Source: an optimization exercise on an open RTL-to-GDS flow (aim: small area, a short achievable clock period and few clock cycles). Production flows keep margins and buffers that such runs may drop.
RTL that was checked went through simulation tests only; none was proved equivalent to the original.
For run 1, only the layout was checked, not whether the RTL still works.
Power figures rest on the tool's default switching activity, not on a simulated workload.

**flow/flow/run.sh**
```bash
#!/bin/bash
set -euo pipefail
bash standard.sh SETUP_SLACK_MARGIN=7.5 finish > standard.log 2>&1
```
**flow/standard.sh**
```bash
#!/bin/bash
# synth_recipe.tcl (not shown) runs the flow's synth.tcl, then flattens the netlist and writes it again
# the make line also repeats each setting of config.mk as NAME=value (left out here)
make -C /OpenROAD-flow-scripts/flow DESIGN_CONFIG=/design/flow/config.mk WORK_HOME=/design/flow/orfs CLKGATE_MAP_FILE= SYNTH_SCRIPT=/design/flow/synth_recipe.tcl "${@:-finish}"
```
**flow/config.mk**
```make
export PLATFORM = sky130hd
export DESIGN_NAME = pscb_encoder
export DESIGN_NICKNAME = pscb_encoder
export VERILOG_FILES = /design/flow/design.v
export SDC_FILE = /design/flow/constraint.sdc
export NUM_CORES = 4
export LEC_CHECK = 0
export CAP_MARGIN = 20
export CORE_MARGIN = 2
export CORE_UTILIZATION = 50
export PLACE_DENSITY = 0.65
export SETUP_SLACK_MARGIN = 5
export SLEW_MARGIN = 20
```
**flow/constraint.sdc**
```tcl
create_clock -name core_clock -period 12.0 [get_ports {clk}]
set_input_delay 2.4000 -clock core_clock [delete_from_list [all_inputs] [get_ports {clk}]]
set_output_delay 2.4000 -clock core_clock [all_outputs]
set_load 0.01 [all_outputs]
```
**flow/design.v**
```verilog
module pscb_encoder (
    input  wire        clk,
    input  wire        rst,
    input  wire        in_valid,
    output wire        in_ready,
    input  wire [15:0] in_data,
    input  wire        in_last,
    output wire        out_valid,
    input  wire        out_ready,
    output wire [7:0]  out_data,
    output wire        out_last
);
    localparam CAP = 40;
    localparam P_IDLE = 5'd0;
    localparam P_TAG  = 5'd1;
    localparam P_RAW  = 5'd2;
    localparam P_A    = 5'd3;
    localparam P_W    = 5'd4;
    localparam P_SB   = 5'd5;
    localparam P_SIG  = 5'd6;
    localparam P_O    = 5'd7;
    localparam P_17   = 5'd8;
    localparam P_OB   = 5'd9;
    localparam P_OUT  = 5'd10;
    localparam P_N    = 5'd11;
    localparam P_FL   = 5'd12;
    localparam P_S    = 5'd13;
    localparam P_SEGS = 5'd14;
    localparam P_SEGL = 5'd15;
    localparam P_FIN  = 5'd16;
    localparam P_OUTB = 5'd17;
    localparam K_OBF  = 4'd0;     
    localparam K_A    = 4'd1;
    localparam K_W    = 4'd2;
    localparam K_SB   = 4'd3;
    localparam K_SIG  = 4'd4;
    localparam K_PAD  = 4'd5;
    localparam K_O    = 4'd6;
    localparam K_17   = 4'd7;
    localparam K_OB   = 4'd8;
    localparam K_OUT  = 4'd9;
    localparam K_N    = 4'd10;
    localparam K_FL   = 4'd11;
    localparam K_S    = 4'd12;
    localparam K_SEG  = 4'd13;
    localparam K_RAW  = 4'd14;
    localparam K_SEGL = 4'd15;
    integer k, p;
    reg [64*17-1:0] ring;
    reg        wr;            
    reg [15:0] ir;
    reg        ir_small;
    reg [5:0]  ir_idx;
    reg [5:0]  pos0;          
    wire clr = wr && (ir_idx == 6'd0);
    integer q;
    always @(posedge clk) begin
        ring[64*17-1 -: 17] <= wr ? {ir_small, ir} : ring[16:0];
        for (q = 0; q < 63; q = q + 1) begin
            ring[17*q +: 16] <= ring[17*(q+1) +: 16];
            ring[17*q + 16]  <= ring[17*(q+1) + 16] && !clr;
        end
    end
    always @(posedge clk)
        pos0 <= (wr && ir_idx == 6'd0) ? 6'd63 : pos0 - 6'd1;
    function [3:0] ffs8;      
        input [7:0] v;
        begin
            casez (v)
                8'b???????1: ffs8 = 4'b1000;
                8'b??????10: ffs8 = 4'b1001;
                8'b?????100: ffs8 = 4'b1010;
                8'b????1000: ffs8 = 4'b1011;
                8'b???10000: ffs8 = 4'b1100;
                8'b??100000: ffs8 = 4'b1101;
                8'b?1000000: ffs8 = 4'b1110;
                8'b10000000: ffs8 = 4'b1111;
                default:     ffs8 = 4'b0000;
            endcase
        end
    endfunction
    function [16:0] zz;       
        input [16:0] d;
        begin
            zz = {d[15:0] ^ {16{d[16]}}, d[16]};
        end
    endfunction
    function [15:0] therm;
        input [16:0] d;
        reg   [16:0] z;
        integer      i;
        begin
            z = zz(d);
            for (i = 1; i <= 16; i = i + 1)
                therm[i-1] = ((z >> i) == 17'd0) &&
                             ((z & ((17'd1 << i) - 17'd1)) != ((17'd1 << i) - 17'd1));
        end
    endfunction
    function [2:0] pop4;
        input [3:0] v;
        reg   [1:0] a, b;
        begin
            a = {1'b0, v[0]} + {1'b0, v[1]};
            b = {1'b0, v[2]} + {1'b0, v[3]};
            pop4 = {1'b0, a} + {1'b0, b};
        end
    endfunction
    reg        in_rdy;
    reg        ring_busy;     
    reg        indone;        
    reg [6:0]  icnt;
    reg [5:0]  g;             
    reg [6:0]  nin;           
    reg [1:0]  fcnt;
    assign in_ready = in_rdy;
    wire xfer  = in_valid & in_rdy & ~rst;
    wire xlast = in_last | (icnt == 7'd63);
    reg [3:0]  gs_r [0:7];
    reg [5:0]  fv_r, fv_r2;
    reg        fs_r, fs_r2;
    reg        fz_r, fz_r2;   
    reg [5:0]  pc_r;
    reg        bval;          
    reg [5:0]  bestp;         
    reg [5:0]  best;
    reg [62:0] match;
    always @(*)
        for (p = 1; p < 64; p = p + 1)
            match[p-1] = ring[17*p+16] && (ring[17*p +: 6] == ir[5:0]);
    reg [3:0] gs [0:7];
    always @(*)
        for (p = 0; p < 8; p = p + 1) begin
            if (p < 7)
                gs[p] = {1'b0, pop4(match[8*p +: 4])} + {1'b0, pop4(match[8*p+4 +: 4])};
            else
                gs[p] = {1'b0, pop4(match[56 +: 4])} + {1'b0, pop4({1'b0, match[62:60]})};
        end
    reg [5:0] pc;
    always @(*)
        pc = (({2'b00, gs_r[0]} + {2'b00, gs_r[1]}) + ({2'b00, gs_r[2]} + {2'b00, gs_r[3]})) +
             (({2'b00, gs_r[4]} + {2'b00, gs_r[5]}) + ({2'b00, gs_r[6]} + {2'b00, gs_r[7]}));
    wire [6:0] bestc = bval ? {1'b0, bestp} + 7'd1 : 7'd0;
    reg        an_on;
    reg [4:0]  at;
    reg        an_ready;
    reg        fnone;
    reg [5:0]  fval;
    reg [6:0]  flo, fhi;
    reg [6:0]  n_cur;
    reg [3:0]  xv;            
    reg        l1on;          
    reg        fixon;         
    reg [15:0] pv [0:3];
    reg [3:0]  hp;
    reg [15:0] fa [0:3];
    reg [3:0]  pa;
    reg [15:0] sr [0:3];
    reg [3:0]  dv;
    reg [16:0] dd [0:3];
    reg [15:0] th [0:3];
    reg [6:0]  C [1:16];
    reg [6:0]  Acnt;
    reg [5:0]  Scnt;
    reg [1:0]  wi;
    reg        con;           
    reg        awld;          
    reg [6:0]  cm_r [0:3];
    reg [4:0]  mm_r [0:3];
    reg [3:0]  gw_r [0:3];
    reg [10:0] gp [0:3];
    reg [3:0]  gw [0:3];
    reg [10:0] bestg;
    reg [4:0]  w;
    reg [7:0]  sb;
    reg [6:0]  O;
    reg [7:0]  ob;
    reg        raw;
    reg [7:0]  lidx_c;
    reg [15:0] marker;
    wire [63:0] act = {sr[3], sr[2], sr[1], sr[0]};
    reg  [15:0] xa [0:3];
    always @(*) begin
        xa[0] = ring[17*61 +: 16];
        xa[1] = ring[17*13 +: 16];
        xa[2] = ring[17*29 +: 16];
        xa[3] = ring[17*45 +: 16];
    end
    reg  [3:0]  lact;
    reg  [15:0] pred [1:3];
    always @(*) begin
        for (k = 0; k < 4; k = k + 1)
            lact[k] = xv[k] && (fnone || (xa[k][15:7] != 9'd0) ||
                                ({1'b0, xa[k][6:0]} < flo) || ({1'b0, xa[k][6:0]} > fhi));
        pred[1] = pv[0];
        pred[2] = hp[1] ? pv[1] : pv[0];
        pred[3] = hp[2] ? pv[2] : (hp[1] ? pv[1] : pv[0]);
    end
    reg  [6:0]  cm [0:3];
    reg  [4:0]  mm [0:3];
    reg  [11:0] prod [0:3];
    reg  [3:0]  gwn [0:3];
    always @(*) begin
        for (k = 0; k < 4; k = k + 1) begin
            cm[k]  = C[{wi, 2'b00} + k + 1];
            mm[k]  = 5'd16 - {1'b0, wi, 2'b00} - k[4:0];
            gwn[k] = {wi, 2'b00} + k[3:0];
        end
        if (awld) begin
            cm[0] = Acnt;
            mm[0] = w;
        end
        for (k = 0; k < 4; k = k + 1)
            prod[k] = cm_r[k] * mm_r[k];
    end
    always @(posedge clk) begin
        for (k = 0; k < 4; k = k + 1) begin
            cm_r[k] <= cm[k];
            mm_r[k] <= mm[k];
            gw_r[k] <= gwn[k];
            gp[k]   <= prod[k][10:0];
            gw[k]   <= gw_r[k];
            th[k]   <= dv[k] ? therm(dd[k]) : 16'd0;
        end
        dd[0] <= {1'b0, xa[0]} - {1'b0, pv[0]};
        for (k = 1; k < 4; k = k + 1)
            dd[k] <= fixon ? {1'b0, fa[k]} - {1'b0, pred[k]} : {1'b0, xa[k]} - {1'b0, pv[k]};
        for (k = 1; k <= 16; k = k + 1)
            C[k] <= start_an ? 7'd0 :
                    C[k] + {4'd0, pop4({th[3][k-1], th[2][k-1], th[1][k-1], th[0][k-1]})};
    end
    reg [10:0] cv [0:4];
    reg [4:0]  cx [0:4];
    reg        lg [0:4][0:4];     
    reg [10:0] cg;
    reg [4:0]  cw;
    reg        win;
    integer    i2, j2;
    always @(*) begin
        cv[0] = bestg; cx[0] = w;
        for (k = 0; k < 4; k = k + 1) begin
            cv[k+1] = gp[k];
            cx[k+1] = {1'b0, gw[k]} + 5'd1;
        end
        for (i2 = 0; i2 < 5; i2 = i2 + 1)
            for (j2 = 0; j2 < 5; j2 = j2 + 1)
                lg[j2][i2] = (j2 > i2) && (cv[j2] > cv[i2]);
        cg = cv[0];
        cw = cx[0];
        for (i2 = 0; i2 < 5; i2 = i2 + 1) begin
            win = 1'b1;
            for (j2 = 0; j2 < 5; j2 = j2 + 1) begin
                if (j2 < i2 && !lg[i2][j2]) win = 1'b0;
                if (j2 > i2 && lg[j2][i2])  win = 1'b0;
            end
            if (win) begin
                cg = cv[i2];
                cw = cx[i2];
            end
        end
    end
    wire [63:0] st = act & ~{act[62:0], 1'b0};
    wire [63:0] en = act & ~{1'b0, act[63:1]};
    reg [4:0]  ph;
    reg [5:0]  cur;           
    reg        cfirst;        
    reg        incl;          
    reg        sub;
    reg        vs_st;         
    reg        vs_en;         
    reg        vs_lim;        
    reg [5:0]  segs_r;
    reg        ofirst;        
    reg        r1_v;
    reg [3:0]  r1_k;
    reg [5:0]  r1_x;
    reg [5:0]  r1_s;
    reg        r1_pr;
    reg        r2_v;
    reg [3:0]  r2_k;
    reg [6:0]  r2_x;
    reg        r2_pr;
    reg [15:0] r2_d;
    reg        r4_v;
    reg [3:0]  r4_k;
    reg [6:0]  r4_x;
    reg        r4_pr;
    reg [16:0] r4_z;
    reg        r3_v;
    reg        r3_pad;
    reg [31:0] r3_val;
    reg [5:0]  r3_nb;
    reg [15:0] prev;
    reg        sig_any;
    reg [5:0]  pidx;
    reg        ofound;
    reg [5:0]  ostart;
    reg        oprime;
    reg [5:0]  olast;
    reg [6:0]  rd_cnt;        
    wire [6:0] rthr = {1'b0, n_cur[6:1]} + {6'd0, n_cur[0]} + 7'd3;
    reg [16:0] obuf [0:2];    
    reg [1:0]  ocnt;
    wire       useob = (O <= 7'd3);
    reg [CAP-1:0] acc;
    reg [5:0]  cnt;
    reg        ov;
    reg        ol;
    reg [7:0]  bcnt;
    reg [7:0]  lidx;
    reg        out_busy;
    assign out_valid = ov;
    assign out_data  = acc[7:0];
    assign out_last  = ol;
    wire take = ov & out_ready & ~rst;
    wire fits = r3_pad || ({1'b0, cnt} + {1'b0, r3_nb} <= CAP);
    wire adv  = !r3_v || fits;
    reg  [63:0] lmask;
    always @(*)
        for (p = 0; p < 64; p = p + 1)
            lmask[p] = !vs_lim || (p[5:0] <= olast);
    wire [63:0] vbase = (vs_en ? en : (vs_st ? st : act)) & lmask;
    reg  [7:0]  gany;
    reg  [2:0]  gfb [0:7];
    reg  [3:0]  t4;
    reg  [7:0]  lom;
    reg  [7:0]  him;
    always @(*) begin
        for (p = 0; p < 8; p = p + 1) begin
            gany[p] = |vbase[8*p +: 8];
            t4      = ffs8(vbase[8*p +: 8]);
            gfb[p]  = t4[2:0];
            lom[p]  = cfirst || (p[2:0] > cur[2:0]) || (incl && p[2:0] == cur[2:0]);
            him[p]  = (p[2:0] > cur[5:3]);
        end
    end
    wire [7:0]  sgb = vbase[8*cur[5:3] +: 8] & lom;
    wire [3:0]  fsg = ffs8(sgb);
    wire [3:0]  fgr = ffs8(gany & him);
    wire        nf  = fsg[3] | fgr[3];
    wire [5:0]  nx  = fsg[3] ? {cur[5:3], fsg[2:0]} : {fgr[2:0], gfb[fgr[2:0]]};
    wire [15:0] rw [0:63];
    genvar gq;
    generate
        for (gq = 0; gq < 64; gq = gq + 1) begin : g_rw
            assign rw[gq] = ring[17*gq +: 16];
        end
    endgenerate
    wire [5:0]  rpos = pos0 + r1_x;
    wire [15:0] rdat = rw[rpos];
    wire [16:0] d2 = {1'b0, r2_d} - {1'b0, prev};
    wire        out4 = r4_z[16] || ((r4_z[15:0] & ~marker) != 16'd0) ||
                       ((r4_z[15:0] & marker) == marker);
    reg  [31:0] ival;
    reg  [5:0]  inb;
    reg         ipad;
    reg         iv;
    always @(*) begin
        ival = 32'd0;
        inb  = 6'd32;
        ipad = 1'b0;
        iv   = r4_v;
        case (r4_k)
            K_OBF:  begin ival = {15'd0, obuf[r4_x[1:0]]}; inb = 6'd17; end
            K_A:    ival = {25'd0, Acnt};
            K_W:    begin ival = {27'd0, w}; inb = 6'd8; end
            K_SB:   ival = {24'd0, sb};
            K_SIG:  begin ival = out4 ? {16'd0, marker} : {15'd0, r4_z}; inb = {1'b0, w}; end
            K_PAD:  ipad = 1'b1;
            K_O:    ival = {25'd0, O};
            K_17:   begin ival = 32'd17; inb = 6'd8; end
            K_OB:   ival = {24'd0, ob};
            K_OUT:  begin ival = {15'd0, r4_z}; inb = 6'd17; iv = r4_v && out4 && !r4_pr; end
            K_N:    ival = {25'd0, n_cur};
            K_FL:   begin ival = fnone ? 32'h0000FFFF : {26'd0, fval}; inb = 6'd16; end
            K_S:    ival = {26'd0, Scnt};
            K_SEG:  ival = {25'd0, r4_x};
            K_SEGL: ival = {25'd0, r4_x};
            K_RAW:  begin ival = {16'd0, r4_z[15:0]}; inb = 6'd16; end
            default: iv = 1'b0;
        endcase
    end
    reg        wv;
    reg [3:0]  wk;
    reg        wpr;
    reg [4:0]  ph_n;
    reg [5:0]  cur_n;
    reg        cfirst_n;
    reg        incl_n;
    reg        sub_n;
    reg        ofirst_n;
    always @(*) begin
        wv = 1'b1; wk = K_OBF; wpr = 1'b0;
        ph_n = ph; cur_n = nx; cfirst_n = cfirst; sub_n = sub; ofirst_n = ofirst; incl_n = 1'b0;
        case (ph)
            P_RAW:  begin
                        wk = K_RAW;
                        cur_n = cur + 6'd1;
                        if ({1'b0, cur} == n_cur - 7'd1) ph_n = P_FIN;
                    end
            P_A:    begin wk = K_A;  ph_n = P_W; end
            P_W:    begin wk = K_W;  ph_n = P_SB; end
            P_SB:   begin wk = K_SB; ph_n = P_SIG; cfirst_n = 1'b1; cur_n = 6'd0; end
            P_SIG:  if (nf) begin
                        wk = K_SIG; cfirst_n = 1'b0;
                    end else begin
                        wk = K_PAD; ph_n = P_O;
                    end
            P_O:    begin wk = K_O;  ph_n = P_17; end
            P_17:   begin wk = K_17; ph_n = P_OB; end
            P_OB:   begin
                        wk = K_OB; ofirst_n = 1'b1;
                        if (useob) begin
                            ph_n = P_OUTB; cur_n = 6'd0;
                        end else begin
                            ph_n = P_OUT; cur_n = ostart; cfirst_n = 1'b0;
                        end
                    end
            P_OUTB: if ({1'b0, cur} < O) begin
                        wk = K_OBF; cur_n = cur + 6'd1;
                    end else begin
                        wk = K_PAD; ph_n = P_N;
                    end
            P_OUT:  if (ofound && (nf || ofirst)) begin
                        wk = K_OUT; wpr = ofirst && oprime; ofirst_n = 1'b0;
                        if (ofirst) cur_n = cur;
                    end else begin
                        wk = K_PAD; ph_n = P_N;
                    end
            P_N:    begin wk = K_N;  ph_n = P_FL; end
            P_FL:   begin wk = K_FL; ph_n = P_S; end
            P_S:    begin wk = K_S;  ph_n = P_SEGS; cfirst_n = 1'b1; cur_n = 6'd0; end
            P_SEGS: if (nf) begin
                        wk = K_SEG; cfirst_n = 1'b0;
                    end else begin
                        wv = 1'b0; ph_n = P_SEGL; cfirst_n = 1'b1; sub_n = 1'b0; cur_n = 6'd0;
                    end
            P_SEGL: if (!sub) begin
                        wv = 1'b0;
                        if (nf) begin
                            sub_n = 1'b1; cfirst_n = 1'b0; incl_n = 1'b1;
                        end else
                            ph_n = P_FIN;
                    end else begin
                        wk = K_SEGL; sub_n = 1'b0; cfirst_n = 1'b0;
                    end
            default: begin wv = 1'b0; end
        endcase
    end
    wire [5:0] wx = (ph == P_RAW || ph == P_OUTB) ? cur : (ph == P_OUT && ofirst) ? cur : nx;
    wire r1_read = r1_v && (r1_k == K_SIG || r1_k == K_OUT || r1_k == K_RAW);
    wire post_read = (useob && (ph == P_O || ph == P_17 || ph == P_OB || ph == P_OUTB)) || (ph == P_N) || (ph == P_FL) || (ph == P_S) || (ph == P_SEGS) ||
                     (ph == P_SEGL) || (ph == P_FIN) || (ph == P_IDLE);
    wire       rel  = ring_busy && !indone && !an_on && !an_ready && post_read && !r1_read;
    wire       rb_n = (xfer && xlast) ? 1'b1 : (rel ? 1'b0 : ring_busy);
    wire [6:0] ic_n = (xfer && xlast) ? 7'd0 : (xfer ? icnt + 7'd1 : icnt);
    wire [5:0] g_n  = (xfer && icnt == 7'd0) ? 6'd0 : g + 6'd1 - {5'd0, xfer};
    wire rbq    = rel ? 1'b0 : ring_busy;
    wire shr    = rbq && raw && (ph == P_RAW || ph == P_FIN) && !indone && !an_on && !an_ready;
    wire [6:0] ic1 = icnt + 7'd1;
    wire rdy_x  = !xlast && (icnt == 7'd0 || g == 6'd0) &&
                  (!rbq || (shr && (ic1 >= n_cur || rd_cnt > ic1)));
    wire rdy_nx = (!rbq && (icnt == 7'd0 || g == 6'd63)) ||
                  (shr && ((icnt == 7'd0) ? (pos0 == 6'd2 && rd_cnt >= rthr) :
                                            (g == 6'd63 && (icnt >= n_cur || rd_cnt > icnt))));
    wire start_an = indone && (fcnt == 2'd3) && (pos0 == 6'd62) && !an_on &&
                    !an_ready && (ph == P_IDLE);
    wire start_em = an_ready && !out_busy && (ph == P_IDLE);
    wire [CAP-1:0] comb  = acc | ({{(CAP-32){1'b0}}, r3_val} << cnt);
    wire           app   = r3_v && !r3_pad && fits;
    wire [5:0]     cnt_a = app ? cnt + r3_nb :
                           (r3_v && r3_pad) ? ((cnt + 6'd7) & 6'b111000) : cnt;
    wire [5:0]     cnt_n = cnt_a - (take ? 6'd8 : 6'd0);
    wire           eq0   = (bcnt == lidx);
    wire           eq1   = (bcnt + 8'd1 == lidx);
    wire [7:0]     bcnt_n = (take && ol) ? 8'd0 : bcnt + (take ? 8'd1 : 8'd0);
    always @(posedge clk) begin
        if (rst) begin
            in_rdy    <= 1'b1;
            ring_busy <= 1'b0;
            indone    <= 1'b0;
            icnt      <= 7'd0;
            g         <= 6'd0;
            wr        <= 1'b0;
            fcnt      <= 2'd0;
            fs_r      <= 1'b0;
            fs_r2     <= 1'b0;
        end else begin
            wr <= xfer;
            if (xfer) begin
                ir       <= in_data;
                ir_small <= (in_data[15:6] == 10'd0);
                ir_idx   <= icnt[5:0];
            end
            if (xfer && icnt == 7'd0) begin
                best <= 6'd0;
                bval <= 1'b0;
            end else if (fs_r2 && (!bval || pc_r > bestp || (pc_r == bestp && fv_r2 < best))) begin
                best  <= fv_r2;
                bestp <= fz_r2 ? 6'd0 : pc_r;
                bval  <= 1'b1;
            end
            pc_r  <= pc;
            fv_r2 <= fv_r;
            fs_r2 <= fs_r;
            fz_r  <= (ir_idx == 6'd0);
            fz_r2 <= fz_r;
            for (p = 0; p < 8; p = p + 1) gs_r[p] <= gs[p];
            fv_r <= ir[5:0];
            fs_r <= wr && ir_small;
            if (fcnt != 2'd3) fcnt <= fcnt + 2'd1;
            if (xfer && xlast) begin
                nin    <= icnt + 7'd1;
                indone <= 1'b1;
                fcnt   <= 2'd0;
            end
            icnt <= ic_n;
            g    <= g_n;
            if (start_an)
                indone <= 1'b0;
            ring_busy <= rb_n;
            in_rdy    <= xfer ? rdy_x : rdy_nx;
        end
        if (rst) begin
            an_on    <= 1'b0;
            an_ready <= 1'b0;
            at       <= 5'd0;
            l1on     <= 1'b0;
            fixon    <= 1'b0;
            con      <= 1'b0;
            awld     <= 1'b0;
            dv       <= 4'd0;
        end else if (start_an) begin
            an_on <= 1'b1;
            at    <= 5'd1;
            l1on  <= 1'b1;
            fval  <= best;
            fnone <= !({bestc, 3'b000} + {3'b000, bestc} > {3'b000, nin});
            flo   <= (best < 6'd3) ? 7'd0 : {1'b0, best} - 7'd3;
            fhi   <= {1'b0, best} + 7'd3;
            n_cur <= nin;
            for (k = 0; k < 4; k = k + 1) begin
                xv[k] <= ({k[2:0], 4'd0} < nin);
                pv[k] <= 16'd0;
            end
            dv    <= 4'd0;
            hp    <= 4'd0;
            pa    <= 4'd0;
            Acnt  <= 7'd0;
            Scnt  <= 6'd0;
            bestg <= 11'd0;
            w     <= 5'd1;
        end else if (an_on) begin
            at    <= at + 5'd1;
            l1on  <= (at <= 5'd15);
            fixon <= (at == 5'd16);
            con   <= (at >= 5'd21) && (at <= 5'd24);
            awld  <= (at == 5'd25);
            wi    <= (at == 5'd19) ? 2'd0 : wi + 2'd1;
            if (at <= 5'd15)
                for (k = 0; k < 4; k = k + 1)
                    xv[k] <= ({k[2:0], 4'd0} + {2'b00, at[3:0]} < n_cur);
            dv <= 4'd0;
            if (l1on) begin
                for (k = 0; k < 4; k = k + 1) begin
                    sr[k] <= {lact[k], sr[k][15:1]};
                    pa[k] <= lact[k];
                    if (lact[k]) begin
                        pv[k] <= xa[k];
                        hp[k] <= 1'b1;
                        if (k == 0 || hp[k]) dv[k] <= 1'b1;
                        else                 fa[k] <= xa[k];
                    end
                end
                Acnt <= Acnt + {4'd0, pop4(lact)};
                Scnt <= Scnt + {3'd0, pop4(lact & ~pa)};
            end
            if (fixon) begin
                for (k = 1; k < 4; k = k + 1)
                    dv[k] <= hp[k];
                Scnt <= Scnt - {4'd0, pop4({1'b0, sr[2][15] & sr[3][0], sr[1][15] & sr[2][0],
                                            sr[0][15] & sr[1][0]})};
            end
            if (con) begin
                bestg <= cg;
                w     <= cw;
            end
            if (awld)
                O <= Acnt - C[w];
            if (at == 5'd27)
                ob <= ({O, 4'd0} + {4'd0, O} + 11'd7) >> 3;
            if (at == 5'd28) begin
                sb     <= (gp[0] + 11'd7) >> 3;
                marker <= (16'd1 << w) - 16'd1;
            end
            if (at == 5'd29) begin
                raw    <= ({2'b00, 8'd28} + sb + ob + {1'b0, Scnt, 3'b000}) > {2'b00, n_cur, 1'b0};
                lidx_c <= (({2'b00, 8'd28} + sb + ob + {1'b0, Scnt, 3'b000}) > {2'b00, n_cur, 1'b0}) ?
                          ({n_cur, 1'b0} + 8'd3) : (8'd31 + sb + ob + {Scnt, 3'b000});
                an_on    <= 1'b0;
                an_ready <= 1'b1;
            end
        end else if (start_em) begin
            an_ready <= 1'b0;
        end
        if (rst) begin
            ph    <= P_IDLE;
            r1_v  <= 1'b0;
            r2_v  <= 1'b0;
            r4_v  <= 1'b0;
            r3_v  <= 1'b0;
            acc   <= {CAP{1'b0}};
            cnt   <= 6'd0;
            ov    <= 1'b0;
            ol    <= 1'b0;
            bcnt  <= 8'd0;
            out_busy <= 1'b0;
        end else begin
            if (start_em) begin
                ph       <= raw ? P_RAW : P_A;
                cur      <= 6'd0;
                out_busy <= 1'b1;
                lidx     <= lidx_c;
                vs_st    <= 1'b0;
                vs_en    <= 1'b0;
                vs_lim   <= 1'b0;
            end else if (adv && ph != P_IDLE) begin
                ph     <= (ph == P_FIN) ? P_IDLE : ph_n;
                cur    <= cur_n;
                cfirst <= cfirst_n;
                incl   <= incl_n;
                sub    <= sub_n;
                ofirst <= ofirst_n;
                vs_st  <= (ph_n == P_SEGS) || (ph_n == P_SEGL && !sub_n);
                vs_en  <= (ph_n == P_SEGL && sub_n);
                vs_lim <= (ph_n == P_OUT);
                if (ph == P_SEGL && !sub && nf) segs_r <= nx;
            end
            if (adv) begin
                r1_v  <= wv && (ph != P_IDLE) && !start_em;
                r1_k  <= wk;
                r1_x  <= wx;
                r1_s  <= segs_r;
                r1_pr <= wpr;
                r2_v  <= r1_v;
                r2_k  <= r1_k;
                r2_x  <= (r1_k == K_SEGL) ? {1'b0, r1_x - r1_s} + 7'd1 : {1'b0, r1_x};
                r2_pr <= r1_pr;
                r2_d  <= rdat;
                r4_v  <= r2_v;
                r4_k  <= r2_k;
                r4_x  <= r2_x;
                r4_pr <= r2_pr;
                r4_z  <= (r2_k == K_RAW) ? {1'b0, r2_d} : zz(d2);
                if (r2_v) begin
                    if (r2_k == K_O) prev <= 16'd0;
                    if (r2_k == K_SIG || r2_k == K_OUT) prev <= r2_d;
                end
                if (r4_v) begin
                    if (r4_k == K_SIG) begin
                        sig_any <= 1'b1;
                        pidx    <= r4_x[5:0];
                        if (out4) begin
                            if (ocnt != 2'd3) begin
                                obuf[ocnt] <= r4_z;
                                ocnt       <= ocnt + 2'd1;
                            end
                            if (!ofound) begin
                                ofound <= 1'b1;
                                ostart <= sig_any ? pidx : r4_x[5:0];
                                oprime <= sig_any;
                            end
                            olast <= r4_x[5:0];
                        end
                    end
                end
                r3_v   <= iv;
                r3_pad <= ipad;
                r3_val <= ival;
                r3_nb  <= inb;
            end
            if (start_em) begin
                r3_v    <= 1'b1;
                r3_pad  <= 1'b0;
                r3_val  <= raw ? 32'd0 : 32'hFFFFFFFF;
                r3_nb   <= 6'd32;
                prev    <= 16'd0;
                sig_any <= 1'b0;
                ofound  <= 1'b0;
                ocnt    <= 2'd0;
            end
            if (start_em)
                rd_cnt <= 7'd0;
            else if (adv && r1_v && r1_k == K_RAW)
                rd_cnt <= rd_cnt + 7'd1;
            if (app)
                acc <= take ? (comb >> 8) : comb;
            else
                acc <= take ? (acc >> 8) : acc;
            cnt  <= cnt_n;
            bcnt <= bcnt_n;
            ov   <= take ? (cnt_a >= 6'd16) : (cnt_a >= 6'd8);
            ol   <= take ? (!ol && cnt_a >= 6'd16 && eq1) : (cnt_a >= 6'd8 && eq0 && !start_em);
            if (take && ol) out_busy <= 1'b0;
        end
    end
endmodule
```
==> results.ini, run 1 <==
[critical_path]
crit_path_start_kind=flop
cp_cell_sequence=clkbuf_16, xnor2_1, nand4_1, nor4_1, fa_1, inv_1, fa_1, inv_1, fa_1, ha_1, fa_1, xor2_1
critical_path_class=reg -> reg
path_common_cell=fa_1
rr_endpoint=gs_r[5][2]$_DFFE_PN_
crit_path_max_fanout=65
ff2ff_setup_slack_ns=7.55
crit_arrival_ns=5.09
critPathSlowestCell=fa_1
critPathMaxStageDelay_ns=0.63
r2r_cells=12
reg2reg_from=ir[3]$_DFFE_PP_
end_kind=flop
crit_required_ns=12.64

[pwr]
p_per_area_nw_per_um2=159
ir_drop_mv=0.143
p_leak_nw=45.3

[detailed_routing]
via_per_inst=6.19
drc_errors=0
wirelength_um=354000
wire_per_inst_um=28.4
drt-pass1-iter-count=10
vias=77318
ant_nets=0
drt_iter0_drc=8705

[synthesis]
ys_types=107
yosys_most_used_dff=dfxtp_1
syn_avg_cell_area_um2=10.5
synthTopCellsByArea=dfxtp_1 (31%), edfxtp_1 (18%), ha_1 (7.3%)
synth_top_cell_by_area=dfxtp_1
ys_warn_count=31
netlist_area_um2=99900
synth_edf_count=611
syn_inst=9523
ys_ff_latch=2135
synth_top_area_share_pct=30.5
ys_seq_area_share_pct=48.9
synthArstFlopShare_pct=0

[floorplanning]
die_h_um=451
initial_utilization_pct=50.2
rows=164
coreArea_um2=199000
fp.dieArea_um2=203000
ios=32
die_w_um=451

[global_routing]
antenna_found_initial=16
grt_usage_pct=34.0
grt_pass1_wl_um=511000
grt_pass1_vias=74453
grt_max_degree=94
overflow=0

[clocking]
tritoncts=done
clk_latency_ns=0.90
cts_buffers=215
htree_levels=4
holdBufCountCts=0
clockRootBuffer=clkbuf_16
cts_num_sinks=2135
clkSlewWorstSetupHoldPaths_ns=0.06
clk_path_buf_depth=3

[timing]
worst_slew_pin_slew_ns=1.09
skew_ns=0.0661
grt_setup_unrepaired=true
finalCritPeriodShare_pct=37.1
hold_viol_final=0
max_freq_ghz=0.225
fin_tns_setup_ns=0
slew_violations=0
relSlewSlack_pct=26.4
post-route-min-period_ns=4.45
setup_viol=0

[final_layout]
multi_input_area_um2=47900
final_core_util_pct=56.4
fillers=16956
layout-drive-gt1-share_pct=8.79
area_delta_synth_final_pct=12.3
nets=10404
seqCellArea_um2=48900

[worst_hold_path]
hp-class=reg -> reg
worst_hold_startpoint=ring[824]$_DFF_P_
whs_endpoint=ring[807]$_DFF_P_
whs_path_depth=0

[placement]
place.gp.congestion=1.07
dp_hpwl_um=261000
io_buffers=31

[flow_run]
drv_cap=0

[outcome]
outcome=no timing/DRC/antenna violations

worst max path at each step:
stage / cells after the start / start / slack (ns) / to
detailed placement: 6 / rst / 6.33 / bestp[2]$_SDFFCE_PP0P_
finish: 12 / ir[3]$_DFFE_PP_ / 7.55 / gs_r[5][2]$_DFFE_PN_
global route: 21 / fhi[1]$_DFFE_PP_ / 7.48 / Scnt[4]$_SDFFCE_PP0P_
CTS: 21 / ring[493]$_DFF_P_ / 7.50 / Scnt[4]$_SDFFCE_PP0P_
global placement: 6 / rst / 6.42 / sr[1][8]$_DFFE_PP_
floorplan: 5 / rst / 7.41 / fa[1][0]$_DFFE_PP_
stage by stage:
step,cell area [um^2],hold WS [ns],setup slack (ns),power (mW),cells
after global placement,104000,0.314,6.42,10.5,12033
after global routing,112000,0.342,7.48,18.3,12477
after detailed placement,104000,0.312,6.33,10.6,12033
final,112000,0.325,7.55,17.8,12484
after floorplan,100000,0.310,7.41,9.48,9535
after CTS,112000,0.326,7.50,17.7,12451
critical path: cells and delay by family (launching register included):
kind | cells | cell delay (ns)
flops | 1 | 0.41
fa+ha+maj | 5 | 2.08
xor+xnor | 2 | 0.46
simple gates | 2 | 0.53
buf+inv | 3 | 0.58
where the power goes:
group | internal (mW) | switching (mW) | leakage (nW)
Clock | 4.16 | 3.04 | 3.76
Combinational | 0.820 | 1.50 | 23.3
Sequential | 7.77 | 0.504 | 18.2
Total | 12.8 | 5.05 | 45.3
synthesized netlist by cell type, drive strengths merged, types with 43 or more instances:
cell	count
nor2b	142
or3	48
a21boi	43
and2	250
a211oi	72
o21ai	288
nor4	103
a22o	53
inv	593
a31oi	60
dfxtp	1524
a221oi	69
xnor2	391
mux2i	101
a21oi	385
fa	175
mux2	82
clkbuf	303
buf	74
a22oi	519
nand3	209
o21a	77
xor2	338
nor3	194
a21o	104
nor2	644
nand2	559
nand2b	92
ha	582
edfxtp	611
nand4	183
and3	55
logic make-up after synthesis:
group	share of synthesized area, %
AOI/OAI and AO/OA	14.6
other	0.00375
adders and majority gates	10.8
xor gates and xnor gates	6.39
DFF	48.9
muxes	2.23
buffers and inverters	3.73
and+or+nand+nor	13.3
state kept, by name, summed over array words and instances, names as in the netlist, 8 cells and up, named ones only:
register,cells
r4_z,17
prev,16
lidx,8
bestg,11
th,64
dd,68
sr,64
cm_r,28
C,112
fa,48
ring,1088
obuf,51
r2_d,16
ir,16
gs_r,31
lidx_c,8
marker,16
ob,8
r3_val,18
gp,43
pv,64
acc,40
bcnt,8
sb,8
cells in the final DEF, fill, tap and decap left out, types with 189 or more instances in the layout:
master,instances
dfxtp_1,1517
nor2_1,616
edfxtp_1,611
inv_1,585
ha_1,579
nand2_1,555
a22oi_1,517
xnor2_1,389
a21oi_1,380
xor2_1,337
o21ai_0,279
and2_1,245
clkbuf_16,218
nand3_1,207
buf_4,201
nor3_1,189
per-layer routing:
layer | up-vias | global-route usage, % | share of wire, %
met5 | - | 0 | 0.021
met4 | 10 | 16.8 | 5.7
met3 | 927 | 7.24 | 9.0
met2 | 3933 | 53.2 | 45
met1 | 37871 | 44.6 | 41
li1 | 34577 | - | -
cell type report:
class | count | share of cell area (%)
antenna | 10 | 0.0223
clock buffer | 297 | 5.52
clock inverter | 112 | 1.34
inverter | 599 | 2.02
multi-input combinational | 6424 | 42.7
sequential | 2135 | 43.6
tap | 2656 | 2.96
timing repair buffer | 248 | 1.86
timing repair inverter | 3 | 0.0134
timing repair:
| action | 4_1_cts | 5_1_grt |
|---|---|---|
| endpoints found under the setup margin | 239 | 209 |
| setup buffers | 8 | 19 |
| endpoints found under the hold margin | 0 | 0 |
| cloned | 1 | 2 |
| resized for setup | 37 | 58 |
| pin swaps | 2 | 5 |
==> run 2, diff against run 1 <==
--- a/flow/design.v
+++ b/flow/design.v
@@ -111,14 +111,15 @@
     reg [6:0]  icnt;
     reg [5:0]  g;             
     reg [6:0]  nin;           
-    reg [1:0]  fcnt;
+    reg [2:0]  fcnt;
     assign in_ready = in_rdy;
     wire xfer  = in_valid & in_rdy & ~rst;
     wire xlast = in_last | (icnt == 7'd63);
-    reg [3:0]  gs_r [0:7];
-    reg [5:0]  fv_r, fv_r2;
-    reg        fs_r, fs_r2;
-    reg        fz_r, fz_r2;   
+    reg [2:0]  gs_r [0:15];
+    reg [5:0]  fv_r, fv_r2, fv_r3;
+    reg        fs_r, fs_r2, fs_r3;
+    reg        fz_r, fz_r2, fz_r3;   
+    reg [4:0]  q4_r [0:3];
     reg [5:0]  pc_r;
     reg        bval;          
     reg [5:0]  bestp;         
@@ -127,18 +128,18 @@
     always @(*)
         for (p = 1; p < 64; p = p + 1)
             match[p-1] = ring[17*p+16] && (ring[17*p +: 6] == ir[5:0]);
-    reg [3:0] gs [0:7];
+    reg [2:0] gs [0:15];
+    wire [63:0] matchp = {1'b0, match};
     always @(*)
-        for (p = 0; p < 8; p = p + 1) begin
-            if (p < 7)
-                gs[p] = {1'b0, pop4(match[8*p +: 4])} + {1'b0, pop4(match[8*p+4 +: 4])};
-            else
-                gs[p] = {1'b0, pop4(match[56 +: 4])} + {1'b0, pop4({1'b0, match[62:60]})};
-        end
+        for (p = 0; p < 16; p = p + 1)
+            gs[p] = pop4(matchp[4*p +: 4]);
+    reg [4:0] q4 [0:3];
     reg [5:0] pc;
-    always @(*)
-        pc = (({2'b00, gs_r[0]} + {2'b00, gs_r[1]}) + ({2'b00, gs_r[2]} + {2'b00, gs_r[3]})) +
-             (({2'b00, gs_r[4]} + {2'b00, gs_r[5]}) + ({2'b00, gs_r[6]} + {2'b00, gs_r[7]}));
+    always @(*) begin
+        for (p = 0; p < 4; p = p + 1)
+            q4[p] = ({2'b00, gs_r[4*p]} + {2'b00, gs_r[4*p+1]}) + ({2'b00, gs_r[4*p+2]} + {2'b00, gs_r[4*p+3]});
+        pc = ({1'b0, q4_r[0]} + {1'b0, q4_r[1]}) + ({1'b0, q4_r[2]} + {1'b0, q4_r[3]});
+    end
     wire [6:0] bestc = bval ? {1'b0, bestp} + 7'd1 : 7'd0;
     reg        an_on;
     reg [4:0]  at;
@@ -155,8 +156,8 @@
     reg [15:0] fa [0:3];
     reg [3:0]  pa;
     reg [15:0] sr [0:3];
-    reg [3:0]  dv;
-    reg [16:0] dd [0:3];
+    reg  [3:0]  dvn;          
+    reg  [16:0] ldd [0:3];    
     reg [15:0] th [0:3];
     reg [6:0]  C [1:16];
     reg [6:0]  Acnt;
@@ -165,10 +166,10 @@
     reg        con;           
     reg        awld;          
     reg [6:0]  cm_r [0:3];
+    reg [1:0]  wi_r, wi_r2;   
+    reg        aw_r;
     reg [4:0]  mm_r [0:3];
-    reg [3:0]  gw_r [0:3];
     reg [10:0] gp [0:3];
-    reg [3:0]  gw [0:3];
     reg [10:0] bestg;
     reg [4:0]  w;
     reg [7:0]  sb;
@@ -177,13 +178,16 @@
     reg        raw;
     reg [7:0]  lidx_c;
     reg [15:0] marker;
+    reg [9:0]  lbase;         
+    wire [7:0] ob_c = ({O, 4'd0} + {4'd0, O} + 11'd7) >> 3;
+    wire [7:0] sb_c = (gp[0] + 11'd7) >> 3;
     wire [63:0] act = {sr[3], sr[2], sr[1], sr[0]};
     reg  [15:0] xa [0:3];
     always @(*) begin
-        xa[0] = ring[17*61 +: 16];
-        xa[1] = ring[17*13 +: 16];
-        xa[2] = ring[17*29 +: 16];
-        xa[3] = ring[17*45 +: 16];
+        xa[0] = ring[17*60 +: 16];
+        xa[1] = ring[17*12 +: 16];
+        xa[2] = ring[17*28 +: 16];
+        xa[3] = ring[17*44 +: 16];
     end
     reg  [3:0]  lact;
     reg  [15:0] pred [1:3];
@@ -195,15 +199,21 @@
         pred[2] = hp[1] ? pv[1] : pv[0];
         pred[3] = hp[2] ? pv[2] : (hp[1] ? pv[1] : pv[0]);
     end
+    always @(*) begin
+        ldd[0] = {1'b0, xa[0]} - {1'b0, pv[0]};
+        dvn[0] = l1on && lact[0];
+        for (k = 1; k < 4; k = k + 1) begin
+            ldd[k] = fixon ? {1'b0, fa[k]} - {1'b0, pred[k]} : {1'b0, xa[k]} - {1'b0, pv[k]};
+            dvn[k] = (l1on && lact[k] && hp[k]) || (fixon && hp[k]);
+        end
+    end
     reg  [6:0]  cm [0:3];
     reg  [4:0]  mm [0:3];
     reg  [11:0] prod [0:3];
-    reg  [3:0]  gwn [0:3];
     always @(*) begin
         for (k = 0; k < 4; k = k + 1) begin
             cm[k]  = C[{wi, 2'b00} + k + 1];
             mm[k]  = 5'd16 - {1'b0, wi, 2'b00} - k[4:0];
-            gwn[k] = {wi, 2'b00} + k[3:0];
         end
         if (awld) begin
             cm[0] = Acnt;
@@ -213,17 +223,15 @@
             prod[k] = cm_r[k] * mm_r[k];
     end
     always @(posedge clk) begin
+        wi_r  <= wi;
+        wi_r2 <= wi_r;
+        aw_r  <= awld;
         for (k = 0; k < 4; k = k + 1) begin
             cm_r[k] <= cm[k];
             mm_r[k] <= mm[k];
-            gw_r[k] <= gwn[k];
             gp[k]   <= prod[k][10:0];
-            gw[k]   <= gw_r[k];
-            th[k]   <= dv[k] ? therm(dd[k]) : 16'd0;
+            th[k]   <= dvn[k] ? therm(ldd[k]) : 16'd0;
         end
-        dd[0] <= {1'b0, xa[0]} - {1'b0, pv[0]};
-        for (k = 1; k < 4; k = k + 1)
-            dd[k] <= fixon ? {1'b0, fa[k]} - {1'b0, pred[k]} : {1'b0, xa[k]} - {1'b0, pv[k]};
         for (k = 1; k <= 16; k = k + 1)
             C[k] <= start_an ? 7'd0 :
                     C[k] + {4'd0, pop4({th[3][k-1], th[2][k-1], th[1][k-1], th[0][k-1]})};
@@ -239,7 +247,7 @@
         cv[0] = bestg; cx[0] = w;
         for (k = 0; k < 4; k = k + 1) begin
             cv[k+1] = gp[k];
-            cx[k+1] = {1'b0, gw[k]} + 5'd1;
+            cx[k+1] = {1'b0, wi_r2, 2'b00} + k[4:0] + 5'd1;
         end
         for (i2 = 0; i2 < 5; i2 = i2 + 1)
             for (j2 = 0; j2 < 5; j2 = j2 + 1)
@@ -287,7 +295,7 @@
     reg [16:0] r4_z;
     reg        r3_v;
     reg        r3_pad;
-    reg [31:0] r3_val;
+    reg [16:0] r3_val;        
     reg [5:0]  r3_nb;
     reg [15:0] prev;
     reg        sig_any;
@@ -350,32 +358,32 @@
     wire [16:0] d2 = {1'b0, r2_d} - {1'b0, prev};
     wire        out4 = r4_z[16] || ((r4_z[15:0] & ~marker) != 16'd0) ||
                        ((r4_z[15:0] & marker) == marker);
-    reg  [31:0] ival;
+    reg  [16:0] ival;
     reg  [5:0]  inb;
     reg         ipad;
     reg         iv;
     always @(*) begin
-        ival = 32'd0;
+        ival = 17'd0;
         inb  = 6'd32;
         ipad = 1'b0;
         iv   = r4_v;
         case (r4_k)
-            K_OBF:  begin ival = {15'd0, obuf[r4_x[1:0]]}; inb = 6'd17; end
-            K_A:    ival = {25'd0, Acnt};
-            K_W:    begin ival = {27'd0, w}; inb = 6'd8; end
-            K_SB:   ival = {24'd0, sb};
-            K_SIG:  begin ival = out4 ? {16'd0, marker} : {15'd0, r4_z}; inb = {1'b0, w}; end
+            K_OBF:  begin ival = obuf[r4_x[1:0]]; inb = 6'd17; end
+            K_A:    ival = {10'd0, Acnt};
+            K_W:    begin ival = {12'd0, w}; inb = 6'd8; end
+            K_SB:   ival = {9'd0, sb};
+            K_SIG:  begin ival = out4 ? {1'b0, marker} : r4_z; inb = {1'b0, w}; end
             K_PAD:  ipad = 1'b1;
-            K_O:    ival = {25'd0, O};
-            K_17:   begin ival = 32'd17; inb = 6'd8; end
-            K_OB:   ival = {24'd0, ob};
-            K_OUT:  begin ival = {15'd0, r4_z}; inb = 6'd17; iv = r4_v && out4 && !r4_pr; end
-            K_N:    ival = {25'd0, n_cur};
-            K_FL:   begin ival = fnone ? 32'h0000FFFF : {26'd0, fval}; inb = 6'd16; end
-            K_S:    ival = {26'd0, Scnt};
-            K_SEG:  ival = {25'd0, r4_x};
-            K_SEGL: ival = {25'd0, r4_x};
-            K_RAW:  begin ival = {16'd0, r4_z[15:0]}; inb = 6'd16; end
+            K_O:    ival = {10'd0, O};
+            K_17:   begin ival = 17'd17; inb = 6'd8; end
+            K_OB:   ival = {9'd0, ob};
+            K_OUT:  begin ival = r4_z; inb = 6'd17; iv = r4_v && out4 && !r4_pr; end
+            K_N:    ival = {10'd0, n_cur};
+            K_FL:   begin ival = fnone ? 17'h0FFFF : {11'd0, fval}; inb = 6'd16; end
+            K_S:    ival = {11'd0, Scnt};
+            K_SEG:  ival = {10'd0, r4_x};
+            K_SEGL: ival = {10'd0, r4_x};
+            K_RAW:  begin ival = {1'b0, r4_z[15:0]}; inb = 6'd16; end
             default: iv = 1'b0;
         endcase
     end
@@ -462,17 +470,19 @@
     wire rdy_nx = (!rbq && (icnt == 7'd0 || g == 6'd63)) ||
                   (shr && ((icnt == 7'd0) ? (pos0 == 6'd2 && rd_cnt >= rthr) :
                                             (g == 6'd63 && (icnt >= n_cur || rd_cnt > icnt))));
-    wire start_an = indone && (fcnt == 2'd3) && (pos0 == 6'd62) && !an_on &&
+    wire start_an = indone && (fcnt == 3'd4) && (pos0 == 6'd61) && !an_on &&
                     !an_ready && (ph == P_IDLE);
     wire start_em = an_ready && !out_busy && (ph == P_IDLE);
-    wire [CAP-1:0] comb  = acc | ({{(CAP-32){1'b0}}, r3_val} << cnt);
+    wire [CAP-1:0] comb  = acc | ({{(CAP-17){1'b0}}, r3_val} << cnt);
     wire           app   = r3_v && !r3_pad && fits;
     wire [5:0]     cnt_a = app ? cnt + r3_nb :
                            (r3_v && r3_pad) ? ((cnt + 6'd7) & 6'b111000) : cnt;
-    wire [5:0]     cnt_n = cnt_a - (take ? 6'd8 : 6'd0);
+    wire [5:0]     cnt_a8 = cnt_a - 6'd8;
+    wire [5:0]     cnt_n = take ? cnt_a8 : cnt_a;
     wire           eq0   = (bcnt == lidx);
     wire           eq1   = (bcnt + 8'd1 == lidx);
-    wire [7:0]     bcnt_n = (take && ol) ? 8'd0 : bcnt + (take ? 8'd1 : 8'd0);
+    wire [7:0]     bcnt_1 = ol ? 8'd0 : bcnt + 8'd1;
+    wire [7:0]     bcnt_n = take ? bcnt_1 : bcnt;
     always @(posedge clk) begin
         if (rst) begin
             in_rdy    <= 1'b1;
@@ -481,9 +491,10 @@
             icnt      <= 7'd0;
             g         <= 6'd0;
             wr        <= 1'b0;
-            fcnt      <= 2'd0;
+            fcnt      <= 3'd0;
             fs_r      <= 1'b0;
             fs_r2     <= 1'b0;
+            fs_r3     <= 1'b0;
         end else begin
             wr <= xfer;
             if (xfer) begin
@@ -494,24 +505,28 @@
             if (xfer && icnt == 7'd0) begin
                 best <= 6'd0;
                 bval <= 1'b0;
-            end else if (fs_r2 && (!bval || pc_r > bestp || (pc_r == bestp && fv_r2 < best))) begin
-                best  <= fv_r2;
-                bestp <= fz_r2 ? 6'd0 : pc_r;
+            end else if (fs_r3 && (!bval || pc_r > bestp || (pc_r == bestp && fv_r3 < best))) begin
+                best  <= fv_r3;
+                bestp <= fz_r3 ? 6'd0 : pc_r;
                 bval  <= 1'b1;
             end
             pc_r  <= pc;
+            for (p = 0; p < 4; p = p + 1) q4_r[p] <= q4[p];
+            fv_r3 <= fv_r2;
+            fs_r3 <= fs_r2;
+            fz_r3 <= fz_r2;
             fv_r2 <= fv_r;
             fs_r2 <= fs_r;
             fz_r  <= (ir_idx == 6'd0);
             fz_r2 <= fz_r;
-            for (p = 0; p < 8; p = p + 1) gs_r[p] <= gs[p];
+            for (p = 0; p < 16; p = p + 1) gs_r[p] <= gs[p];
             fv_r <= ir[5:0];
             fs_r <= wr && ir_small;
-            if (fcnt != 2'd3) fcnt <= fcnt + 2'd1;
+            if (fcnt != 3'd4) fcnt <= fcnt + 3'd1;
             if (xfer && xlast) begin
                 nin    <= icnt + 7'd1;
                 indone <= 1'b1;
-                fcnt   <= 2'd0;
+                fcnt   <= 3'd0;
             end
             icnt <= ic_n;
             g    <= g_n;
@@ -528,13 +543,12 @@
             fixon    <= 1'b0;
             con      <= 1'b0;
             awld     <= 1'b0;
-            dv       <= 4'd0;
         end else if (start_an) begin
             an_on <= 1'b1;
             at    <= 5'd1;
             l1on  <= 1'b1;
             fval  <= best;
-            fnone <= !({bestc, 3'b000} + {3'b000, bestc} > {3'b000, nin});
+            fnone <= !({bestc, 3'b000} + {2'b00, bestc, 1'b0} > {3'b000, nin});
             flo   <= (best < 6'd3) ? 7'd0 : {1'b0, best} - 7'd3;
             fhi   <= {1'b0, best} + 7'd3;
             n_cur <= nin;
@@ -542,7 +556,6 @@
                 xv[k] <= ({k[2:0], 4'd0} < nin);
                 pv[k] <= 16'd0;
             end
-            dv    <= 4'd0;
             hp    <= 4'd0;
             pa    <= 4'd0;
             Acnt  <= 7'd0;
@@ -553,13 +566,12 @@
             at    <= at + 5'd1;
             l1on  <= (at <= 5'd15);
             fixon <= (at == 5'd16);
-            con   <= (at >= 5'd21) && (at <= 5'd24);
-            awld  <= (at == 5'd25);
-            wi    <= (at == 5'd19) ? 2'd0 : wi + 2'd1;
+            con   <= (at >= 5'd20) && (at <= 5'd23);
+            awld  <= (at == 5'd24);
+            wi    <= (at == 5'd18) ? 2'd0 : wi + 2'd1;
             if (at <= 5'd15)
                 for (k = 0; k < 4; k = k + 1)
                     xv[k] <= ({k[2:0], 4'd0} + {2'b00, at[3:0]} < n_cur);
-            dv <= 4'd0;
             if (l1on) begin
                 for (k = 0; k < 4; k = k + 1) begin
                     sr[k] <= {lact[k], sr[k][15:1]};
@@ -567,16 +579,13 @@
                     if (lact[k]) begin
                         pv[k] <= xa[k];
                         hp[k] <= 1'b1;
-                        if (k == 0 || hp[k]) dv[k] <= 1'b1;
-                        else                 fa[k] <= xa[k];
+                        if (k != 0 && !hp[k]) fa[k] <= xa[k];
                     end
                 end
                 Acnt <= Acnt + {4'd0, pop4(lact)};
                 Scnt <= Scnt + {3'd0, pop4(lact & ~pa)};
             end
             if (fixon) begin
-                for (k = 1; k < 4; k = k + 1)
-                    dv[k] <= hp[k];
                 Scnt <= Scnt - {4'd0, pop4({1'b0, sr[2][15] & sr[3][0], sr[1][15] & sr[2][0],
                                             sr[0][15] & sr[1][0]})};
             end
@@ -586,16 +595,16 @@
             end
             if (awld)
                 O <= Acnt - C[w];
-            if (at == 5'd27)
-                ob <= ({O, 4'd0} + {4'd0, O} + 11'd7) >> 3;
-            if (at == 5'd28) begin
-                sb     <= (gp[0] + 11'd7) >> 3;
-                marker <= (16'd1 << w) - 16'd1;
+            if (at == 5'd26) begin
+                ob    <= ob_c;
+                lbase <= 10'd28 + {2'b00, ob_c} + {1'b0, Scnt, 3'b000};
             end
-            if (at == 5'd29) begin
-                raw    <= ({2'b00, 8'd28} + sb + ob + {1'b0, Scnt, 3'b000}) > {2'b00, n_cur, 1'b0};
-                lidx_c <= (({2'b00, 8'd28} + sb + ob + {1'b0, Scnt, 3'b000}) > {2'b00, n_cur, 1'b0}) ?
-                          ({n_cur, 1'b0} + 8'd3) : (8'd31 + sb + ob + {Scnt, 3'b000});
+            if (at == 5'd27) begin
+                sb     <= sb_c;
+                marker <= (16'd1 << w) - 16'd1;
+                raw    <= (lbase + {2'b00, sb_c}) > {2'b00, n_cur, 1'b0};
+                lidx_c <= ((lbase + {2'b00, sb_c}) > {2'b00, n_cur, 1'b0}) ?
+                          ({n_cur, 1'b0} + 8'd3) : (lbase[7:0] + sb_c + 8'd3);
                 an_on    <= 1'b0;
                 an_ready <= 1'b1;
             end
@@ -679,10 +688,6 @@
                 r3_nb  <= inb;
             end
             if (start_em) begin
-                r3_v    <= 1'b1;
-                r3_pad  <= 1'b0;
-                r3_val  <= raw ? 32'd0 : 32'hFFFFFFFF;
-                r3_nb   <= 6'd32;
                 prev    <= 16'd0;
                 sig_any <= 1'b0;
                 ofound  <= 1'b0;
@@ -700,6 +705,11 @@
             bcnt <= bcnt_n;
             ov   <= take ? (cnt_a >= 6'd16) : (cnt_a >= 6'd8);
             ol   <= take ? (!ol && cnt_a >= 6'd16 && eq1) : (cnt_a >= 6'd8 && eq0 && !start_em);
+            if (start_em) begin
+                acc <= raw ? {CAP{1'b0}} : {{(CAP-32){1'b0}}, 32'hFFFFFFFF};
+                cnt <= 6'd32;
+                ov  <= 1'b1;
+            end
             if (take && ol) out_busy <= 1'b0;
         end
     end
==> flow/flow/run.sh (replaced) <==
#!/bin/bash
set -euo pipefail
bash standard.sh SETUP_SLACK_MARGIN=8 finish > standard.log 2>&1
==> run 2 against run 1 <==
Count of clock-buffer cells in the layout down 15. First-iteration DRC count up 26%. Utilization up 2.7 points. Global-route usage up 1.2 points. Non-clock buffer count up 282. Cell count up 2.6%.
==> results.ini, run 2 <==
[outcome]
outcome=no timing/DRC/antenna violations

[worst_hold_path]
hp-class=reg -> reg
worst_hold_startpoint=ring[233]$_DFF_P_

[final_layout]
largest_register_ffs=1088
final_core_util_pct=59.1
layout-drive-gt1-share_pct=15.6
final_common_cell=dfxtp_1
design_area_um2=119000
multi_input_area_um2=51900
largest_register=ring
reg.largest.list=ring x1088, C x112
seqCellArea_um2=49000
nets=10734
fillers=16462
final_cell_mix=dfxtp_1 (1428), edfxtp_1 (661), ha_1 (576)
area_delta_synth_final_pct=17.8

[global_routing]
antenna_found_initial=24
overflow=0
grt_pass1_vias=78125
grt_usage_pct=35.2
grt_pass1_wl_um=534000
grt_max_degree=98

[synthesis]
synthTopCellsByArea=dfxtp_1 (29%), edfxtp_1 (20%), ha_1 (7.5%)
synthMuxAreaShare_pct=2.63
ys_ff_latch=2115
synth_top_cell_by_area=dfxtp_1
yosysMostFrequentCell=dfxtp_1
synth_top_family_by_area=compound AO/OA/AOI/OAI gates
syn_avg_cell_area_um2=10.6
synth_xor_area_share_pct=6.54
syn_inst=9566
yosys.area_share.simple_pct=12.6
ys_types=112
yosys_most_used_dff=dfxtp_1
ys_top_cells_by_count=dfxtp_1 (1454), edfxtp_1 (661), nor2_1 (628)
netlist_area_um2=101000
synthAdderAreaFrac_pct=10.9
synth_edf_count=661
ys_warn_count=30
ys_seq_area_share_pct=48.4
synth_top_area_share_pct=28.8
synthArstFlopShare_pct=0
synth_compound_area_share_pct=15.2

[critical_path]
reg2reg_from=ring[487]$_DFF_P_
crit_required_ns=12.62
crit_path_start_kind=flop
critical_path_class=reg -> reg
startpoint=ring[487]$_DFF_P_
rr_endpoint=Acnt[6]$_SDFFCE_PP0P_
ff2ff_setup_slack_ns=7.68
end_kind=flop
crit_arrival_ns=4.94
crit_path_max_fanout=7
endpoint=Acnt[6]$_SDFFCE_PP0P_
r2r_cells=13

[placement]
place.gp.congestion=1.11
dp_hpwl_um=267000
io_buffers=31
placed_cell_area_um2=105000

[floorplanning]
fp.dieArea_um2=206000
coreArea_um2=202000
die_h_um=454
ios=32
die_w_um=454
rows=165
initial_utilization_pct=50.2

[timing]
max_freq_ghz=0.231
slew_violations=0
finalCritPeriodShare_pct=36.0
fin_tns_setup_ns=0
post-route-min-period_ns=4.32
holdWs_ns=0.329
skew_ns=0.0508
setup_viol=0
grt_setup_unrepaired=true
hold_viol_final=0
relSlewSlack_pct=18.7
worst_slew_pin_slew_ns=1.21

[detailed_routing]
drt_iter0_drc=10933
ant_nets=0
drc_errors=0
vias=81612
wirelength_um=376000
drt-pass1-iter-count=9
wire_per_inst_um=29.3
via_per_inst=6.37

[pwr]
power_mw=18.7
p_per_area_nw_per_um2=156
p_leak_nw=47.4
ir_drop_mv=0.175

[clocking]
cts_buffers=214
clk_path_buf_depth=3
cts_num_sinks=2115
clkSlewWorstSetupHoldPaths_ns=0.07
htree_levels=4
clk_latency_ns=0.90
clockRootBuffer=clkbuf_16
tritoncts=done

[flow_run]
drv_cap=0

## run 2: cell count changes after synthesis, moves of 30 or more
cell and change:
a211oi_1 +44, a21oi_1 +47, a221oi_1 +78, a22o_1 +80, a22oi_1 -168, dfxtp_1 -70, edfxtp_1 +50, inv_1 -37
nand2_1 -65, xnor2_1 +30
## run 2: layer usage
metal	vias up	GRT usage [%]	part of all wire, %
li1	35639	-	-
met5	-	0	0.015
met3	1300	9.33	11
met2	4936	53.6	44
met1	39727	45.3	39
met4	10	19.8	6.6
## run 2: critical path: stages, from the launching register on
cell        delay, ns
dfxtp_1          0.62
nor4_4           0.55
o2111ai_1        0.26
a2111oi_4        0.45
nand2b_4         0.25
clkinvlp_4       0.11
fa_1             0.50
inv_2            0.04
fa_2             0.36
fa_2             0.39
nor2_2           0.12
nand3_1          0.10
xor2_1           0.19
nor2_1           0.06
## run 2: area by class of cell
type	count	share of cell area (%)
well taps	2672	2.80
clock buffers	282	5.10
inverters	565	1.84
multi-input cells	6505	43.5
repair buffers	530	4.17
flip-flops and latches	2115	41.1
diodes	12	0.0252
clock inverters	124	1.39
repair inverters	2	0.0136
## run 2: through the flow
step	cells	worst slack, ns
after global placement	12063	6.39
after floorplan	9578	6.68
after CTS	12684	7.74
after detailed placement	12065	6.30
final	12807	7.68
after global routing	12796	7.57
## run 2: how the worst min path moves through the flow
| stage | to | slack [ns] | cells past startpoint |
|---|---|---|---|
| after floorplan | wi_r2[0]$_DFF_P_ | 0.31 | 0 |
| after global placement | wi_r2[0]$_DFF_P_ | 0.31 | 0 |
| after detailed placement | wi_r2[1]$_DFF_P_ | 0.32 | 0 |
| after CTS | wi_r2[1]$_DFF_P_ | 0.33 | 0 |
| after global routing | wi_r2[1]$_DFF_P_ | 0.33 | 0 |
| final | ring[216]$_DFF_P_ | 0.33 | 0 |
## run 2: cell families after synthesis
family / Yosys count
flip-flops: 2115
adder cells (fa/ha/maj): 781
AND/OR/NAND/NOR: 2529
XOR/XNOR: 755
buffers and inverters: 962
AO/OA/AOI/OAI: 2188
multiplexers: 235
other: 1
## run 2: report_power, final
part | internal [mW] | switching [mW]
clock network | 4.15 | 3.10
logic | 1.17 | 1.93
registers | 7.76 | 0.542
## run 2: what timing repair did
item | in CTS | in global routing
hold buffers | 0 | 0
gates resized for setup | 446 | 336
setup endpoints to repair | 539 | 345
buffers inserted | 197 | 105
cloned | 16 | 5
pin swaps | 119 | 157
hold endpoints to repair | 0 | 0
Testbench counts of run 2, summed over its fixed seeds: cycles 23,279.
==> run 3, diff against run 2 <==
--- a/flow/design.v
+++ b/flow/design.v
@@ -161,6 +161,7 @@
     reg [15:0] th [0:3];
     reg [6:0]  C [1:16];
     reg [6:0]  Acnt;
+    reg [3:0]  lac_r, lst_r;   
     reg [5:0]  Scnt;
     reg [1:0]  wi;
     reg        con;           
@@ -560,6 +561,8 @@
             pa    <= 4'd0;
             Acnt  <= 7'd0;
             Scnt  <= 6'd0;
+            lac_r <= 4'd0;
+            lst_r <= 4'd0;
             bestg <= 11'd0;
             w     <= 5'd1;
         end else if (an_on) begin
@@ -582,13 +585,15 @@
                         if (k != 0 && !hp[k]) fa[k] <= xa[k];
                     end
                 end
-                Acnt <= Acnt + {4'd0, pop4(lact)};
-                Scnt <= Scnt + {3'd0, pop4(lact & ~pa)};
-            end
-            if (fixon) begin
-                Scnt <= Scnt - {4'd0, pop4({1'b0, sr[2][15] & sr[3][0], sr[1][15] & sr[2][0],
-                                            sr[0][15] & sr[1][0]})};
             end
+            lac_r <= l1on ? lact : 4'd0;
+            lst_r <= l1on ? (lact & ~pa) : 4'd0;
+            Acnt  <= Acnt + {4'd0, pop4(lac_r)};
+            if (fixon)
+                Scnt <= Scnt + {3'd0, pop4(lst_r)} -
+                        {4'd0, pop4({1'b0, sr[2][15] & sr[3][0], sr[1][15] & sr[2][0], sr[0][15] & sr[1][0]})};
+            else
+                Scnt <= Scnt + {3'd0, pop4(lst_r)};
             if (con) begin
                 bestg <= cg;
                 w     <= cw;
==> flow/flow/run.sh (replaced) <==
#!/bin/bash
set -euo pipefail
bash standard.sh SETUP_SLACK_MARGIN=7.6 finish > standard.log 2>&1
==> run 3 against run 2 <==
Clock skew rose by 0.025 ns. Count of clock-buffer cells in the layout rose by 16. Synthesized cell count rose by 1.2%. Sequential share of layout area rose by 1.5 points. Fmax fell by 4.0%. Die area rose by 0.78%. Sequential power rose by 4.9%. Sequential cell count rose by 8. Synthesized area rose by 0.79%. Combinational power rose by 31%. Utilization fell by 2.1 points. Worst hold slack got worse by 0.0029 ns.
==> results.ini, run 3 <==
[final_layout]
final_common_cell=dfxtp_1
largest_register_ffs=1088
final_cell_mix=dfxtp_1 (1444), edfxtp_1 (669), ha_1 (611)
area_delta_synth_final_pct=13.2
largest_register=ring
layout-drive-gt1-share_pct=10.4
nets=10603
reg.largest.list=ring x1088, C x112
design_area_um2=115000

[clocking]
tritoncts=done
cts_buffers=215
clockRootBuffer=clkbuf_16
clkSlewWorstSetupHoldPaths_ns=0.07
holdBufCountCts=0
clk_path_buf_depth=3
htree_levels=4
cts_num_sinks=2123
clk_latency_ns=0.91

[synthesis]
synth_top_cell_by_area=dfxtp_1
synth_top_family_by_area=compound AO/OA/AOI/OAI gates
synthMuxAreaShare_pct=2.09
synth_compound_area_share_pct=15.4
synth_edf_count=669
synth_xor_area_share_pct=6.44
ys_top_cells_by_count=dfxtp_1 (1454), edfxtp_1 (669), ha_1 (620)
netlist_area_um2=102000
ys_ff_latch=2123
yosys_most_used_dff=dfxtp_1
synthAdderAreaFrac_pct=11.0
syn_inst=9678
syn_avg_cell_area_um2=10.5
synthTopCellsByArea=dfxtp_1 (29%), edfxtp_1 (20%), ha_1 (7.6%)
ys_types=113
yosys.area_share.simple_pct=13.1
ys_warn_count=30
synth_top_area_share_pct=28.5
synthArstFlopShare_pct=0
yosysMostFrequentCell=dfxtp_1
ys_seq_area_share_pct=48.2

[critical_path]
crit_path_max_fanout=10
crit_required_ns=12.59
crit_path_start_kind=flop
critical_path_class=reg -> reg
end_kind=flop
crit_arrival_ns=5.09

[detailed_routing]
drc_errors=0
wirelength_um=368000
via_per_inst=6.33
drt_iter0_drc=9262
vias=80184
ant_nets=0
wire_per_inst_um=29.0
drt-pass1-iter-count=10

[floorplanning]
fp.dieArea_um2=208000
initial_utilization_pct=50.3
rows=165
die_h_um=456
die_w_um=456
coreArea_um2=203000
ios=32

[pwr]
power_mw=19.9
p_leak_nw=46.2
ir_drop_mv=0.172
p_per_area_nw_per_um2=173

[global_routing]
grt_pass1_vias=77339
grt_pass1_wl_um=527000
grt_max_degree=108
antenna_found_initial=17
grt_usage_pct=34.2
overflow=0

[placement]
io_buffers=31
place.gp.congestion=1.02
dp_hpwl_um=266000
placed_cell_area_um2=106000

[timing]
holdWs_ns=0.326
slew_violations=0
hold_viol_final=0
max_freq_ghz=0.222
relSlewSlack_pct=13.1
worst_slew_pin_slew_ns=1.30
setup_viol=0
grt_setup_unrepaired=true
fin_tns_setup_ns=0
finalCritPeriodShare_pct=37.5
skew_ns=0.0753
post-route-min-period_ns=4.50

[worst_hold_path]
hp-class=reg -> reg

[outcome]
outcome=no timing/DRC/antenna violations

[flow_run]
drv_cap=0

run 3: cell count changes after synthesis, moves of 25 or more:
| cell | delta |
|---|---|
| a22oi_1 | +115 |
| nor2b_1 | +87 |
| a22o_1 | -48 |
| a221oi_1 | -49 |
| a21oi_1 | -52 |
| and2_1 | -67 |
| nand3_1 | +25 |
run 3: kinds of logic after synthesis:
family | after synthesis
compound gates | 2209
simple gates | 2615
xor+xnor | 750
buf+inv | 995
flops | 2123
mux | 193
fa+ha+maj | 792
other cells | 1
run 3: routing by layer:
| metal | vias up | GRT usage [%] | part of all wire (%) |
|---|---|---|---|
| met3 | 1130 | 6.98 | 9.1 |
| met4 | 16 | 19.0 | 6.4 |
| li1 | 35451 | - | - |
| met1 | 39365 | 44.8 | 40 |
| met5 | - | 0 | 0.031 |
| met2 | 4222 | 52.9 | 44 |
run 3: stage by stage:
step                worst slack, ns  util [%]  std cells
floorplan                      6.65         -       9690
global placement               5.78      52.3      12190
detailed placement             5.78      52.3      12190
CTS                            7.49      56.4      12616
global route                   7.42      57.0      12655
finish                         7.50      57.0      12658
run 3: path summary, 6_finish.rpt:
| path | startpoint | endpoint | slack [ns] | cells after the start |
|---|---|---|---|---|
| min reg2reg | ring[178]$_DFF_P_ | ring[161]$_DFF_P_ | 0.33 | 0 |
| max | r1_x[0]$_DFFE_PP_ | r2_d[12]$_DFFE_PP_ | 7.50 | 16 |
| min | ring[178]$_DFF_P_ | ring[161]$_DFF_P_ | 0.33 | 0 |
| max reg2reg | r1_x[0]$_DFFE_PP_ | r2_d[12]$_DFFE_PP_ | 7.50 | 16 |
run 3: layout make-up:
type / count / area [um^2]
antenna: 4 / 10.0
fill: 17019 / 87100
clock buffer: 298 / 6150
sequential: 2123 / 49200
timing repair inverter: 1 / 7.51
tap: 2672 / 3340
inverter: 579 / 2210
timing repair buffer: 296 / 2610
multi-input combinational: 6575 / 50500
clock inverter: 110 / 1430
run 3: what timing repair did:
| item | CTS | global route |
|---|---|---|
| buffers inserted | 15 | 32 |
| setup endpoints to repair | 330 | 181 |
| gates resized for setup | 122 | 161 |
| pin swaps | 12 | 37 |
| cloned | 3 | 6 |
run 3: power breakdown:
part	total (mW)	switching, mW	internal [mW]	leakage [nW]
Clock	7.13	3.04	4.09	3.66
Sequential	8.72	0.746	7.98	18.2
Combinational	4.07	2.51	1.56	24.3
run 3: critical path, stage by stage (launching register included):
cell and delay [ns]:
edfxtp_1 0.51, ha_2 0.26, fa_2 0.39, a21oi_1 0.15, nor2_1 0.09, nor2_4 0.20
buf_12 0.14, xnor2_4 0.11, buf_12 0.18, nor4_1 0.35, and2_2 0.45, buf_4 0.37
a22o_1 0.20, a221oi_1 0.05, nand3_1 0.11, nor4_1 0.06, a31oi_1 0.57
Testbench counts of run 3, summed over its fixed seeds: cycles 23,279.

Setup slack of run 3, layout unchanged: 7.498 ns with ideal ports, 7.498 ns with driving cells assumed (clock clkbuf_16, inputs buf_2), 6.955 ns with port delays also shifted by the 0.972 ns mid clock arrival.
